Source: an optimization exercise on an open RTL-to-GDS flow (aim: a short achievable clock period and few clock cycles). Production flows keep margins and buffers that such runs may drop.
Only simulation tests tie the RTL to the original design; equivalence was not proved.
Power figures rest on the tool's default switching activity, not on a simulated workload.

[flow/run.sh]
#!/bin/bash
# synth_recipe.tcl (not shown) runs the flow's synth.tcl, then flattens the netlist and writes it again
# the make line also repeats each setting of config.mk as NAME=value (left out here)
make -C /OpenROAD-flow-scripts/flow DESIGN_CONFIG=/design/flow/config.mk WORK_HOME=/design/flow/orfs CLKGATE_MAP_FILE= SYNTH_SCRIPT=/design/flow/synth_recipe.tcl finish
[flow/design.v]
module edge_detector (
    input             clk,
    input             rst,
    input             smp_valid,
    input      [15:0] smp_data,
    input             smp_err,
    input             arm,
    output reg        arm_ack,
    input      [2:0]  rd_field,
    output reg [21:0] rd_data,
    input      [6:0]  eb_addr,
    output     [7:0]  eb_data,
    output reg        sync_out,
    output            irq,
    output            fatal,
    output     [1:0]  fatal_reason
);
    localparam integer H = 16;
    localparam integer C = 64;
    localparam [2:0] M_IDLE      = 3'd0;
    localparam [2:0] M_ARMED     = 3'd1;
    localparam [2:0] M_RUNNING   = 3'd2;
    localparam [2:0] M_SUSPENDED = 3'd3;
    localparam [2:0] M_FATAL     = 3'd4;
    localparam [1:0] R_SYNC_LOSS = 2'd1;
    localparam [1:0] R_DMA_ERROR = 2'd2;
    localparam [1:0] R_OVERRUN   = 2'd3;
    localparam [1:0] E_RUN      = 2'd0;
    localparam [1:0] E_THROTTLE = 2'd1;
    localparam [1:0] E_SYNC     = 2'd2;
    localparam integer EB_N = C - 7;
    reg [7:0]  eb [0:EB_N-1];
    reg [2:0]  mode;
    reg        irq_en;
    reg        ht, tc, err;
    reg [4:0]  wr_ptr;
    reg [1:0]  fatal_reason_q;
    reg [21:0] fatal_ctx;
    reg [3:0]  last_value;
    reg [15:0] last_duration;
    reg [6:0]  bytes;
    reg        cur_half;
    reg [3:0]  enc_ref;            
    reg [15:0] enc_dur;            
    reg [6:0]  enc_bytes;          
    reg [1:0]  enc_mod3;           
    reg [1:0]  enc_stop;           
    reg [20:0] enc_ctx;            
    wire        dma_on    = (mode == M_ARMED) || (mode == M_RUNNING) || (mode == M_SUSPENDED);
    wire        smp_take  = smp_valid && dma_on;
    wire        err_take  = smp_err && dma_on;
    wire        set_ht    = smp_take && (wr_ptr == H - 1);
    wire        set_tc    = smp_take && (wr_ptr == 2 * H - 1);
    wire        seq_mode  = (mode == M_ARMED) || (mode == M_RUNNING);
    wire        arm_take  = arm && (mode != M_FATAL);
    wire        dispatch  = !arm_take && seq_mode && irq_en && (err || ht || tc);
    wire [19:0] venc      = {enc_dur, enc_ref};
    wire        len_gt1   = (venc[19:7]  != 13'd0);
    wire        len_gt2   = (venc[19:14] != 6'd0);
    wire [7:0]  rec_b0    = {len_gt1, venc[6:0]};
    wire [7:0]  rec_b1    = {len_gt2, venc[13:7]};
    wire [7:0]  rec_b2    = {2'b00, venc[19:14]};
    wire [6:0]  enc_bytes_rec = enc_bytes + {5'd0, len_gt2, !len_gt2 && len_gt1} + 7'd1;
    wire [1:0]  enc_mod3_rec  = len_gt2 ? enc_mod3 :
                                len_gt1 ? ((enc_mod3 == 2'd0) ? 2'd2 : enc_mod3 - 2'd1) :
                                          ((enc_mod3 == 2'd2) ? 2'd0 : enc_mod3 + 2'd1);
    wire        enc_go    = smp_take && (enc_stop == E_RUN);
    wire        is_edge   = (smp_data[3:0] != enc_ref);
    wire        is_bad    = (smp_data[15:5] != 11'd0);
    wire        no_room   = (enc_bytes > C - 10);
    wire [1:0]  seq_state = {fatal_reason_q == R_OVERRUN, fatal_reason_q[0]};
    assign irq          = irq_en && (ht || tc || err);
    assign fatal        = mode[2];             
    assign fatal_reason = fatal_reason_q;
    genvar rb, ri;
    generate
        for (rb = 0; rb < 8; rb = rb + 1) begin : g_rd_bit
            wire [EB_N-1:0] col;
            for (ri = 0; ri < EB_N; ri = ri + 1) begin : g_col
                assign col[ri] = eb[ri][rb];
            end
            edge_detector_rdbit u_bit (.a(eb_addr[5:0]), .d(col), .y(eb_data[rb]));
        end
    endgenerate
    always @(*) begin
        case (rd_field)
            3'd0:    rd_data = {9'd0, sync_out, cur_half, seq_state, err, tc, ht,
                                irq_en, fatal_reason_q, mode};
            3'd1:    rd_data = {15'd0, bytes};
            3'd2:    rd_data = {18'd0, last_value};
            3'd3:    rd_data = {6'd0, last_duration};
            3'd4:    rd_data = fatal_ctx;
            default: rd_data = 22'd0;
        endcase
    end
    wire [7:0] wr_bus [0:2];
    assign wr_bus[0] = (enc_mod3 == 2'd0) ? rec_b0 : (enc_mod3 == 2'd1) ? rec_b2 : rec_b1;
    assign wr_bus[1] = (enc_mod3 == 2'd0) ? rec_b1 : (enc_mod3 == 2'd1) ? rec_b0 : rec_b2;
    assign wr_bus[2] = (enc_mod3 == 2'd0) ? rec_b2 : (enc_mod3 == 2'd1) ? rec_b1 : rec_b0;
    genvar a;
    generate
        for (a = 0; a < EB_N; a = a + 1) begin : g_eb
            wire we = (enc_bytes[5:0] == a) ||
                      (a >= 1 && enc_bytes[5:0] == a - 1) ||
                      (a >= 2 && enc_bytes[5:0] == a - 2);
            always @(posedge clk) begin
                if (we)
                    eb[a] <= wr_bus[a % 3];
            end
        end
    endgenerate
    always @(posedge clk) begin
        if (rst) begin
            mode           <= M_IDLE;
            irq_en         <= 1'b0;
            ht             <= 1'b0;
            tc             <= 1'b0;
            err            <= 1'b0;
            wr_ptr         <= 5'd0;
            sync_out       <= 1'b0;
            fatal_reason_q <= 2'd0;
            fatal_ctx      <= 22'd0;
            last_value     <= 4'd0;
            last_duration  <= 16'd0;
            bytes          <= 7'd0;
            cur_half       <= 1'b0;
            arm_ack        <= 1'b0;
            enc_ref        <= 4'd0;
            enc_dur        <= 16'd0;
            enc_bytes      <= 7'd0;
            enc_mod3       <= 2'd0;
            enc_stop       <= E_RUN;
            enc_ctx        <= 21'd0;
        end else begin
            arm_ack <= 1'b0;
            if (smp_take) begin
                sync_out <= ~sync_out;
                wr_ptr   <= wr_ptr + 5'd1;
                if (set_ht) ht <= 1'b1;
                if (set_tc) tc <= 1'b1;
            end
            if (err_take)
                err <= 1'b1;
            if (enc_go) begin
                if (!is_edge) begin
                    enc_dur <= enc_dur + 16'd1;
                end else if (is_bad) begin
                    enc_stop <= E_SYNC;
                    enc_ctx  <= {smp_data, 1'b0, wr_ptr[3:0]};
                end else if (no_room) begin
                    enc_stop <= E_THROTTLE;
                end else begin
                    enc_bytes <= enc_bytes_rec;
                    enc_mod3  <= enc_mod3_rec;
                    enc_ref   <= smp_data[3:0];
                    enc_dur   <= 16'd0;
                end
            end
            if (arm_take) begin
                arm_ack       <= 1'b1;
                wr_ptr        <= 5'd0;
                ht            <= 1'b0;
                tc            <= 1'b0;
                err           <= 1'b0;
                bytes         <= 7'd0;
                last_duration <= 16'd0;
                mode          <= M_ARMED;
                irq_en        <= 1'b1;
                enc_ref       <= last_value;
                enc_dur       <= 16'd0;
                enc_bytes     <= 7'd0;
                enc_mod3      <= 2'd0;
                enc_stop      <= E_RUN;
            end else if (dispatch) begin
                if (err) begin
                    mode           <= M_FATAL;
                    fatal_reason_q <= R_DMA_ERROR;
                    fatal_ctx      <= 22'd0;
                end else begin
                    cur_half   <= !ht;
                    bytes      <= enc_bytes;
                    last_value <= enc_ref;
                    case (enc_stop)
                        E_SYNC: begin
                            mode           <= M_FATAL;
                            fatal_reason_q <= R_SYNC_LOSS;
                            fatal_ctx      <= {enc_ctx, !ht};
                        end
                        E_THROTTLE: begin
                            last_duration <= enc_dur;
                            irq_en        <= 1'b0;
                            mode          <= M_SUSPENDED;
                        end
                        default: begin
                            last_duration <= enc_dur;
                            if (ht) begin
                                if (!set_ht) ht <= 1'b0;
                            end else begin
                                if (!set_tc) tc <= 1'b0;
                            end
                            if (ht ? tc : 1'b0) begin
                                mode           <= M_FATAL;
                                fatal_reason_q <= R_OVERRUN;
                                fatal_ctx      <= {21'd0, !ht};
                            end else begin
                                mode <= M_RUNNING;
                            end
                        end
                    endcase
                end
            end
        end
    end
endmodule
module edge_detector_rdbit (
    input  [5:0]  a,
    input  [56:0] d,
    output        y
);
    wire [7:0] s0, s1;
    edge_detector_dec8 u_dec0 (.a(a[2:0]), .y(s0));
    edge_detector_dec8 u_dec1 (.a(a[5:3]), .y(s1));
    wire [7:0] grp;
    genvar g;
    generate
        for (g = 0; g < 7; g = g + 1) begin : g_grp
            edge_detector_sel8 u_sel (.s(s0), .d(d[8*g +: 8]), .y(grp[g]));
        end
    endgenerate
    assign grp[7] = |(s0[0:0] & d[56:56]);
    edge_detector_sel8 u_out (.s(s1), .d(grp), .y(y));
endmodule
module edge_detector_dec8 (
    input  [2:0] a,
    output [7:0] y
);
    assign y = 8'd1 << a;
endmodule
module edge_detector_sel8 (
    input  [7:0] s,
    input  [7:0] d,
    output       y
);
    assign y = |(s & d);
endmodule
[flow/config.mk]
export PLATFORM = sky130hd
export DESIGN_NAME = edge_detector
export DESIGN_NICKNAME = edge_detector
export VERILOG_FILES = /design/flow/design.v
export SDC_FILE = /design/flow/constraint.sdc
export NUM_CORES = 4
export LEC_CHECK = 0
export ABC_CLOCK_PERIOD_IN_PS = 3000
export CAP_MARGIN = 20
export CORE_MARGIN = 2
export CORE_UTILIZATION = 65
export SETUP_SLACK_MARGIN = 2.5
export SLEW_MARGIN = 20
export SYNTH_HIERARCHICAL = 1
[flow/constraint.sdc]
create_clock -name core_clock -period 6.0 [get_ports {clk}]
set_input_delay 1.2000 -clock core_clock [delete_from_list [all_inputs] [get_ports {clk}]]
set_output_delay 1.2000 -clock core_clock [all_outputs]
set_load 0.01 [all_outputs]
==> results.toml, run 1 <==
[drt]
vias_per_cell = 7.18
drt_wl_total_mm = 77.4
vias = 17010
firstDrtPassIters = 6
drc = 0
wl_per_cell_um = 32.7
detail-route-antenna-nets = 0
drt-initial-drc-count = 2277

[placed_design]
dp_slack_ps = 848
port_buffers = 65
gp_congestion = 0.900
hpwl_mm = 43.9
placed_cells = 2237

[die]
start_util = 0.658
io_pins = 67
core_um2 = 35400
die_h_um = 193
fp.dieW_um = 193
rows = 69
die_area_um2 = 37400

[yosys]
synth.cell_area_um2 = 23300
yosysSeqAreaShare = 0.687
ys_warn_count = 8
synth_cells = 1698
synth_top_area_frac = 0.588
yosysUniqueCellTypes = 59
syn_avg_cell_area_um2 = 13.7
ys_top_cells_by_area = "edfxtp_1, dfxtp_1, a22oi_1"
ys_async_sr_fraction = 0
mappedNetlistNets = 1743
synthFlopType = "edfxtp_1"
synth_edf_count = 456
post-synth-top-area-cell = "edfxtp_1"
ys_ff_latch = 572

[timing]
finClkSkew_ps = 20.3
final-hold-violation-count = 0
drv_slew = 0
slew_headroom = 0.140
max_clock_freq_mhz = 250
tns_ps = 0
rsz0062_at_grt = "yes"
period_minus_slack_ps = 3990
setup_violations = 0
fin_hold_ws_ps = 455
tightest_slew_ps = 1290
setup_slack_ps = 2010
finalCritPeriodShare = 0.666

[critical_path]
startpoint = "eb_addr[2]"
critPathKind = "primary input to output port"
critPathLaunchType = "primary input"
r2r_slack_ps = 2830
cp_slowest_stage_delay_ps = 280
worstPathCellList = "buf_16 > buf_12 > and3b_2 > a22oi_2 > nand4_1 > a22oi_2 > nand4_1 > buf_2"
worstRegToRegCells = 4
cp.required_ps = 4800
worstReg2RegStart = "enc_bytes[1]"
crit_path_max_fanout = 7
crit_slowest_cell = "and3b_2"
cp-end-kind = "output port"
arrival_ps = 2790

[pwr]
finalPower_mw = 7.98
switching_share = 0.212
combPwrFrac = 0.056
power.switching_mw = 1.69
power_density_nw_per_um2 = 282
p_seq_frac = 0.533
ir_drop_v = 0.000261
power.leakage_nw = 9.44
power_frac_clock = 0.412
p_int_mw = 6.29

[cells_and_area]
insertedDiodeCount = 0
area_growth_pct = 21.2
n_fill_cell = 2014
mostFrequentLayoutCell = "edfxtp_1"
fin_cells = 2368
final_layout_size_suffix_gt1_frac = 0.254
nNetsFinal = 1911
mostFrequentLayoutCells = "edfxtp_1, a22oi_1, a22oi_2"

[global_routing]
grt-ovfl-total = 0
grt_antenna_before_repair = 0
grt_pass1_vias = 16373
grt_pass1_wl_mm = 110
grt_util_all_layers = 0.410
grt_max_degree = 65

[clock_tree]
cts.sinks = 572
clk_latency_ps = 590
cts_inserted_buffers = 54
cts_htree_levels = 2
root_buffer = "clkbuf_16"
cts_tree = "built"
cts_max_path_buffers = 3
cts_hold_buf = 0
clkTransAtPathRegs_ps = 60

[hold_path]
min_path_cells = 2
hold_path.startpoint = "fatal_ctx[0]"
min_path_type = "flip-flop to flip-flop"

[flow_run]
maxCapViolations = 0

[outcome]
status = "no timing/DRC/antenna violations"
layout make-up:
| class | instances | area [um^2] | area share |
|---|---|---|---|
| Timing Repair Buffer | 178 | 1870 | 0.0663 |
| Clock inverter | 24 | 213 | 0.00753 |
| Multi-Input combinational cell | 1044 | 8060 | 0.285 |
| Inverter | 16 | 60.1 | 0.00213 |
| Tap cell | 461 | 577 | 0.0204 |
| Clock buffer | 73 | 1450 | 0.0513 |
| Sequential cell | 572 | 16000 | 0.567 |
logic make-up after synthesis:
| group | after synthesis | synth area share |
|---|---|---|
| compound gates | 436 | 0.132 |
| xor+xnor | 9 | 0.00338 |
| fa+ha+maj | 14 | 0.00784 |
| buf+inv | 83 | 0.0139 |
| flops | 572 | 0.687 |
| mux | 63 | 0.0276 |
| simple gates | 521 | 0.128 |
power by group through the flow:
| stage | clock (mW) | combinational (mW) | sequential, mW |
|---|---|---|---|
| after floorplan | 0 | 0.181 | 4.33 |
| after global placement | 0 | 0.322 | 4.33 |
| after detailed placement | 0 | 0.329 | 4.33 |
| after CTS | 3.27 | 0.409 | 4.25 |
| after global routing | 3.42 | 0.463 | 4.25 |
| final | 3.29 | 0.444 | 4.25 |
per-stage QoR:
step	cell area (um^2)	utilization
floorplan	23300	-
global placement	25000	0.707
detailed placement	25100	0.708
CTS	27900	0.788
global route	28200	0.798
finish	28200	0.798
Yosys stat by module (local to each module, per instance):
| module | copies in the design | cells inside |
|---|---|---|
| edge_detector | 1 | 1242 |
| edge_detector_dec8 | 16 | 8 |
| edge_detector_sel8 | 64 | 5 |
| edge_detector_rdbit | 8 | 1 |
Yosys cell counts, drive strengths merged, types with 2 or more instances:
cell type  instances
nor3b             49
ha                13
o211ai             7
o41ai              2
nor4               4
dfxtp            116
nor2b              8
o21a               2
o32a               2
and3b             48
a21oi             51
or2                3
o21ai             56
and4               2
o21bai             2
nand4             68
nand4b             2
or4                6
or4b               2
edfxtp           456
a32oi              3
a22oi            263
nor3              31
a211oi             5
a41o               2
clkbuf            56
nor2             113
inv               16
xor2               2
nand3              8
buf               11
nand2b            15
nand2            105
or3                7
and2              13
o31ai              7
xnor2              7
mux2i             62
a311oi             6
a22o              23
and3              34
final timing paths:
kind | to
worst max-delay path | eb_data[3]
worst min-delay path | fatal_ctx[0]
worst max register to register | eb[41][5]
worst min register to register | fatal_ctx[0]
per-layer routing:
layer / wire length [um] / track usage
met1: 26000 / 0.534
met2: 34200 / 0.618
met3: 11800 / 0.128
met4: 5420 / 0.231
met5: 0 / 0
what timing repair did:
| action | 4_1_cts | 5_1_grt |
|---|---|---|
| setup buffers | 10 | 8 |
| gates cloned | 13 | 1 |
| pin swaps | 83 | 42 |
| endpoints found under the setup margin | 30 | 17 |
| gates resized for setup | 282 | 58 |
worst max-delay path, delay by kind of cell:
kind / cells / cell delay, ps
buffers and inverters: 3 / 500
AOI/OAI and AO/OA: 2 / 430
and+or+nand+nor: 3 / 650
flip-flops by register name, summed over array words and instances (netlist names), 4 cells and up:
| name | count |
|---|---|
| wr_ptr | 5 |
| last_value | 4 |
| enc_ctx | 20 |
| last_duration | 16 |
| enc_bytes | 7 |
| enc_ref | 4 |
| enc_dur | 16 |
| eb | 456 |
| bytes | 7 |
| fatal_ctx | 21 |
Testbench counts, summed over its fixed seeds: cycles 20,128.
==> inputs of run 2 (changes only) <==
--- a/flow/design.v
+++ b/flow/design.v
@@ -28,8 +28,7 @@
     localparam [1:0] E_RUN      = 2'd0;
     localparam [1:0] E_THROTTLE = 2'd1;
     localparam [1:0] E_SYNC     = 2'd2;
-    localparam integer EB_N = C - 7;
-    reg [7:0]  eb [0:EB_N-1];
+    reg [7:0]  eb [0:C-1];         
     reg [2:0]  mode;
     reg        irq_en;
     reg        ht, tc, err;
@@ -70,16 +69,21 @@
     wire        no_room   = (enc_bytes > C - 10);
     wire [1:0]  seq_state = {fatal_reason_q == R_OVERRUN, fatal_reason_q[0]};
     assign irq          = irq_en && (ht || tc || err);
-    assign fatal        = mode[2];             
+    assign fatal        = (mode == M_FATAL);
     assign fatal_reason = fatal_reason_q;
+    wire [3:0] rd_plo = 4'd1 << eb_addr[1:0];
+    wire [3:0] rd_phi = 4'd1 << eb_addr[4:3];
+    wire [1:0] rd_qlo = {eb_addr[2], ~eb_addr[2]};
+    wire [1:0] rd_qhi = {eb_addr[5], ~eb_addr[5]};
     genvar rb, ri;
     generate
         for (rb = 0; rb < 8; rb = rb + 1) begin : g_rd_bit
-            wire [EB_N-1:0] col;
-            for (ri = 0; ri < EB_N; ri = ri + 1) begin : g_col
+            wire [63:0] col;
+            for (ri = 0; ri < 64; ri = ri + 1) begin : g_col
                 assign col[ri] = eb[ri][rb];
             end
-            edge_detector_rdbit u_bit (.a(eb_addr[5:0]), .d(col), .y(eb_data[rb]));
+            edge_detector_rdbit u_bit (.plo(rd_plo), .qlo(rd_qlo), .phi(rd_phi), .qhi(rd_qhi),
+                                       .d(col), .y(eb_data[rb]));
         end
     endgenerate
     always @(*) begin
@@ -99,12 +103,12 @@
     assign wr_bus[2] = (enc_mod3 == 2'd0) ? rec_b2 : (enc_mod3 == 2'd1) ? rec_b1 : rec_b0;
     genvar a;
     generate
-        for (a = 0; a < EB_N; a = a + 1) begin : g_eb
+        for (a = 0; a < C; a = a + 1) begin : g_eb
             wire we = (enc_bytes[5:0] == a) ||
                       (a >= 1 && enc_bytes[5:0] == a - 1) ||
                       (a >= 2 && enc_bytes[5:0] == a - 2);
             always @(posedge clk) begin
-                if (we)
+                if (smp_take && we)
                     eb[a] <= wr_bus[a % 3];
             end
         end
@@ -213,28 +217,31 @@
     end
 endmodule
 module edge_detector_rdbit (
-    input  [5:0]  a,
-    input  [56:0] d,
+    input  [3:0]  plo,
+    input  [1:0]  qlo,
+    input  [3:0]  phi,
+    input  [1:0]  qhi,
+    input  [63:0] d,
     output        y
 );
     wire [7:0] s0, s1;
-    edge_detector_dec8 u_dec0 (.a(a[2:0]), .y(s0));
-    edge_detector_dec8 u_dec1 (.a(a[5:3]), .y(s1));
+    edge_detector_dec8 u_dec0 (.p(plo), .q(qlo), .y(s0));
+    edge_detector_dec8 u_dec1 (.p(phi), .q(qhi), .y(s1));
     wire [7:0] grp;
     genvar g;
     generate
-        for (g = 0; g < 7; g = g + 1) begin : g_grp
+        for (g = 0; g < 8; g = g + 1) begin : g_grp
             edge_detector_sel8 u_sel (.s(s0), .d(d[8*g +: 8]), .y(grp[g]));
         end
     endgenerate
-    assign grp[7] = |(s0[0:0] & d[56:56]);
     edge_detector_sel8 u_out (.s(s1), .d(grp), .y(y));
 endmodule
 module edge_detector_dec8 (
-    input  [2:0] a,
+    input  [3:0] p,
+    input  [1:0] q,
     output [7:0] y
 );
-    assign y = 8'd1 << a;
+    assign y = {p & {4{q[1]}}, p & {4{q[0]}}};
 endmodule
 module edge_detector_sel8 (
     input  [7:0] s,
--- a/flow/config.mk
+++ b/flow/config.mk
@@ -8,7 +8,7 @@
 export ABC_CLOCK_PERIOD_IN_PS = 3000
 export CAP_MARGIN = 20
 export CORE_MARGIN = 2
-export CORE_UTILIZATION = 65
+export CORE_UTILIZATION = 55
 export SETUP_SLACK_MARGIN = 2.5
 export SLEW_MARGIN = 20
 export SYNTH_HIERARCHICAL = 1
==> run 2 against run 1 <==
Still clean. Sequential power increased by about 10%. Worst setup slack got worse by 51 ps. Combinational power decreased by 8.1%. Wire length increased by 11%. Flip-flop and latch count increased by 56. Critical path type unchanged. Highest routed layer unchanged.
==> results.toml, run 2 <==
[cells_and_area]
top_register = "eb"
mostFrequentLayoutCell = "edfxtp_1"
mostFrequentLayoutCells = "edfxtp_1, a22oi_1, nand2_1, a22oi_2, nor2_1"
reg_top3 = "eb x512, fatal_ctx x21, enc_ctx x20"
area_growth_pct = 20.0
nNetsFinal = 2081
final_layout_size_suffix_gt1_frac = 0.247
largest_reg_flops = 512

[die]
die_h_um = 218
core_um2 = 45400
rows = 78
fp.dieW_um = 218
start_util = 0.557
io_pins = 67
die_area_um2 = 47700

[pwr]
power_density_nw_per_um2 = 291
power.leakage_nw = 10.2
finalPower_mw = 8.81
ir_drop_v = 0.000221

[timing]
rsz0062_at_grt = "yes"
finalCritPeriodShare = 0.674
tns_ps = 0
fin_hold_ws_ps = 457
period_minus_slack_ps = 4050
tightest_slew_ps = 1250
slew_headroom = 0.162
setup_violations = 0
max_clock_freq_mhz = 247
setup_slack_ps = 1950
finClkSkew_ps = 19.5
drv_slew = 0
final-hold-violation-count = 0

[drt]
drt_wl_total_mm = 86.0
vias_per_cell = 6.61
firstDrtPassIters = 5
drt-initial-drc-count = 2418
detail-route-antenna-nets = 0
wl_per_cell_um = 32.0
vias = 17774
drc = 0

[critical_path]
critPathLaunchType = "primary input"
cp-end-kind = "output port"
cp_slowest_stage_delay_ps = 230
worstPathCellList = "buf_6 > clkinvlp_4 > buf_12 > and2_4 > a22oi_1 > nand4_1 > a22oi_1 > nand4_1 > buf_2"
crit_path_max_fanout = 10
cp.required_ps = 4800
r2r_slack_ps = 2960
crit_slowest_cell = "a22oi_1"
critPathKind = "primary input to output port"
arrival_ps = 2850

[clock_tree]
cts_htree_levels = 2
cts.sinks = 628
root_buffer = "clkbuf_16"
cts_max_path_buffers = 3
clk_latency_ps = 630
clkTransAtPathRegs_ps = 60
cts_hold_buf = 0
cts_inserted_buffers = 61
cts_tree = "built"

[global_routing]
grt_pass1_wl_mm = 121
grt_max_degree = 59
grt_util_all_layers = 0.365
grt_pass1_vias = 17078
grt_antenna_before_repair = 1
grt-ovfl-total = 0

[yosys]
synth_top_family_by_area = "compound AO/OA/AOI/OAI gates"
synth-xor-area-share = 0.00312
yosysUniqueCellTypes = 61
synth.most_common_cell = "edfxtp_1"
synth_edf_count = 512
synth_top_area_frac = 0.609
synth.top_cells.by_count = "edfxtp_1, a22oi_1, nor2_1"
post-synth-top-area-cell = "edfxtp_1"
synth_cells = 1861
syn_avg_cell_area_um2 = 13.6
synth_compound_area_frac = 0.133
synth.cell_area_um2 = 25300
muxShareOfSynthArea = 0.0215
synthAdderAreaFrac = 0.00674
synthFlopType = "edfxtp_1"
ys_warn_count = 8
ys_ff_latch = 628
ys_top_cells_by_area = "edfxtp_1, a22oi_1, dfxtp_1"
yosysSeqAreaShare = 0.701
ys_async_sr_fraction = 0
mappedNetlistNets = 1905
synth-simple-area-share = 0.119

[placed_design]
port_buffers = 65
gp_congestion = 0.930
dp_slack_ps = 690
hpwl_mm = 53.7

[outcome]
status = "no timing/DRC/antenna violations"

[flow_run]
maxCapViolations = 0

[hold_path]
min_path_type = "flip-flop to flip-flop"
==> run 2: through the flow <==
stage | instance area, um^2 | cells | utilization
2_1_floorplan | 25300 | 1861 | -
3_3_place_gp | 27200 | 2546 | 0.598
3_5_place_dp | 27200 | 2546 | 0.598
4_1_cts | 30000 | 2682 | 0.660
5_1_grt | 30300 | 2687 | 0.668
6_report | 30300 | 2688 | 0.668
==> run 2: per-layer routing <==
layer	track usage	up-vias	part of all wire	wire (um)
li1	-	7630	-	-
met1	0.474	8785	0.37	31400
met2	0.564	1108	0.46	39200
met3	0.0848	251	0.11	9450
met4	0.215	0	0.069	5950
met5	0	-	0	0
==> run 2: what timing repair did <==
action / CTS / global route
gates cloned: 5 / 0
buffers inserted: 18 / 4
pin swaps: 41 / 37
gates resized for setup: 415 / 74
setup endpoints to repair: 182 / 86
==> run 2: final cells by class <==
cell class,count,area [um^2]
multi-input cells,1141,8260
fillers,3349,15100
well taps,600,751
repair inverters,1,7.51
inverters,22,90.1
clock buffers,74,1630
flip-flops and latches,628,17700
clock inverters,39,295
diodes,1,2.50
repair buffers,182,1570
==> run 2: worst paths after layout <==
kind | start | endpoint | depth (start not counted)
setup / recovery | eb_addr[2] | eb_data[3] | 9
hold / removal | enc_ctx[16] | enc_ctx[16] | 2
setup reg to reg | enc_bytes[5] | eb[44][0] | 3
hold reg to reg | enc_ctx[16] | enc_ctx[16] | 2
==> run 2: modules after synthesis, one instance, submodules excluded, a selection <==
module,copies in the design,cells inside
edge_detector_sel8,72,5
edge_detector,1,1373
edge_detector_dec8,16,8
==> run 2: cell families after synthesis <==
kind of cell | after synthesis
xor+xnor | 9
flops | 628
buf+inv | 93
fa+ha+maj | 13
compound gates | 480
simple gates | 585
mux | 53
==> run 2: report_power, final <==
| group | internal (mW) | switching (mW) | total, mW |
|---|---|---|---|
| clock | 2.09 | 1.63 | 3.72 |
| combinational | 0.155 | 0.253 | 0.408 |
| sequential | 4.67 | 0.0106 | 4.68 |
| total | 6.92 | 1.90 | 8.81 |
==> run 2: worst max-delay path, delay by kind of cell <==
family,cells,cell delay (ps)
compound gates,2,430
buf+inv,4,640
simple gates,3,560
Testbench counts of run 2, summed over its fixed seeds: cycles 20,128.

re-timing with driven ports:
In the flow no input, the clock included, has a driving cell. The finished layouts below were timed again as built, in two steps.
Step 1, drivers: a clkbuf_16 drives clk and a buf_2 each remaining input, both assumed.
Step 2 times the ports against the registers' clock, not the clock port: input delays grow and output delays shrink by t, the midpoint of the rising clock arrivals with the driver on.
Slacks: ideal / step 1 / step 2; pairs: ideal / step 1.
run	t, ns	slack for setup (ns)	worst register clock-pin slew, ns	worst slew at a driven data input, ns
run 1	0.631	2.005 / 1.702 / 1.702	0.07 / 0.07	0.39
run 2	0.681	1.954 / 1.918 / 1.841	0.07 / 0.07	0.05
After both steps setup and hold are still met in every run listed. The setup slack of run 1, which loses most, moves by -0.303 ns with the drivers and by -0.303 ns with both steps.
